Context: an optimization exercise on an open-source flow, tuned for small area, a short achievable clock period and few clock cycles. The choices shown serve that exercise and are no tape-out recipe.
Only simulation tests tie the RTL to the original design; equivalence was not proved.
No activity file was given, so power comes from the tool's default toggle rates.

Setup of job 103:
Design rps_serial_core, start of the top module:
module rps_serial_core (
    input  wire       clk,
    input  wire       rst,         
    input  wire       drv_ready,   
    input  wire [7:0] in_port,     
    input  wire [9:0] dist_mm,     
    input  wire       tick,        
    input  wire       rx_valid,
    input  wire [7:0] rx_data,
    output wire       rx_ready,
    output wire       tx_valid,
    output wire [7:0] tx_data,
    input  wire       tx_ready,
    output wire [7:0] out_port     
);
    localparam [1:0] D_HUNT = 2'd0, D_LEN = 2'd1, D_PAY = 2'd2;
    localparam [2:0] R_OKAY = 3'd0, R_NC = 3'd1, R_IBIT = 3'd2, R_IMOT = 3'd3,
                     R_UNK  = 3'd4, R_POLL = 3'd5, R_XDOM = 3'd6;
    localparam [3:0] K_POLL = 4'd0, K_O = 4'd1, K_RESET = 4'd2, K_XDOM = 4'd3,
                     K_MD = 4'd4, K_MP = 4'd5, K_TRUE = 4'd6, K_FALSE = 4'd7,
                     K_STOP = 4'd8, K_FWD = 4'd9, K_REV = 4'd10, K_NONE = 4'd15;
    localparam [2:0] T_IDLE = 3'd0, T_H1 = 3'd1, T_H2 = 3'd2, T_ROM = 3'd3,
                     T_ECHO = 3'd4, T_NL = 3'd5, T_POLL = 3'd6;
    localparam [1:0] C_EQ = 2'd0, C_LT = 2'd1, C_GT = 2'd2;
    localparam integer TAP = 7;
    localparam [4:0] RD_WRAP = (16 + TAP + 1) % 17;
    localparam [7:0] A_PROB = 8'd0;
    localparam [7:0] A_NC = 8'd8;
    localparam [7:0] A_IBIT = 8'd48;
    localparam [7:0] A_IMOT = 8'd60;
    localparam [7:0] A_UNK = 8'd79;
    localparam [7:0] A_XDOM = 8'd97;
    localparam [7:0] A_OKAY = 8'd189;
    function [7:0] kw_ch(input [7:0] kp);
        case (kp)
            8'h00: kw_ch = 8'h70;
            8'h01: kw_ch = 8'h6f;
            8'h02: kw_ch = 8'h6c;
            8'h03: kw_ch = 8'h6c;
            8'h10: kw_ch = 8'h6f;
            8'h20: kw_ch = 8'h72;
            8'h21: kw_ch = 8'h65;
            8'h22: kw_ch = 8'h73;
            8'h23: kw_ch = 8'h65;
            8'h24: kw_ch = 8'h74;
            8'h25: kw_ch = 8'h5f;
            8'h26: kw_ch = 8'h61;
            8'h27: kw_ch = 8'h6c;
            8'h28: kw_ch = 8'h6c;
            8'h30: kw_ch = 8'h63;
  ...
==> flow/config.mk <==
export PLATFORM = sky130hd
export DESIGN_NAME = rps_serial_core
export DESIGN_NICKNAME = rps_serial_core
export VERILOG_FILES = /design/flow/design.v
export SDC_FILE = /design/flow/constraint.sdc
export NUM_CORES = 4
export LEC_CHECK = 0
export ABC_AREA = 1
export CAP_MARGIN = 20
export CORE_MARGIN = 2
export CORE_UTILIZATION = 72
export CTS_BUF_LIST = sky130_fd_sc_hd__clkbuf_8
export CTS_CLUSTER_DIAMETER = 40
export CTS_CLUSTER_SIZE = 16
export PLACE_DENSITY = 0.8
export SLEW_MARGIN = 20
==> flow/constraint.sdc <==
create_clock -name core_clock -period 110.0 [get_ports {clk}]
set_input_delay 22.0000 -clock core_clock [delete_from_list [all_inputs] [get_ports {clk}]]
set_output_delay 22.0000 -clock core_clock [all_outputs]
set_load 0.01 [all_outputs]
standard.sh (not shown) runs the stock make flow with config.mk's settings and CLKGATE_MAP_FILE= SYNTH_SCRIPT=/design/flow/synth_recipe.tcl, a recipe that flattens the netlist after the stock synthesis.
==> flow/flow/run.sh <==
#!/bin/bash
# Standard layout, with faster cells for the port buffers.
set -euo pipefail
cd "$(dirname "$0")/.."
export BUFFER_PORTS_ARGS="-buffer_cell sky130_fd_sc_hd__buf_4"
bash standard.sh finish > standard.log 2>&1
Testbench counts of job 103, summed over its fixed seeds: cycles 22,748.
> inputs changed (job 103 -> job 102)
Settings: swapping 40 for 45 in CTS_CLUSTER_DIAMETER; swapping 0.8 for 0.75 in PLACE_DENSITY; swapping 16 for 20 in CTS_CLUSTER_SIZE; swapping 72 for 65 in CORE_UTILIZATION; putting GPL_TIMING_DRIVEN at 0 where nothing was set.
Results
Summary of job 102 over job 103: placeable core area up about 10%; critical path depth up 1; area overhead of the layout relative to synthesis up 0.43 points; non-clock buffer total of the final layout up 140%; area enclosed by the die boundary up about 10%.
Against job 103, routed wire length in job 102 fell slightly.
Ratio of total power to cell area sits lower in job 102 than in job 103.
Job 102: PASS, flow complete, no timing, DRC or antenna violations
Job 103 reached the end of the flow, and the finished layout is clean on the timing, DRC and antenna checks.
Job 103 → job 102: sequential share of layout area went down; global-route wire length before repair shrank by 2.4%.

## afterwards: timing with drivers on the ports
No port has a modelled driver above. Below, the same layouts with a new extraction and two added sets of constraints. Step 1 sets driving cells, clkbuf_16 on the clock port and buf_2 on the other inputs (assumed; they add their load-dependent delay and slew). Step 2, shift: input delay + t, output delay - t, t = (earliest + latest rising clock arrival at the registers) / 2. This alone moves slack from input paths to output paths. a / b / c = ideal ports / drivers / drivers and shift; a / b = the first two.
run	t, ns	slack for setup (ns)	worst register clock-pin slew, ns	worst slew at a driven data input, ns
job 103	0.899	86.627 / 86.563 / 86.506	0.11 / 0.11	0.11
job 102	0.919	86.527 / 86.463 / 85.742	0.13 / 0.13	0.04
After both steps every run listed still meets setup and hold. The setup slack of job 102, which loses most, moves by -0.064 ns with the drivers and by -0.785 ns with both steps.
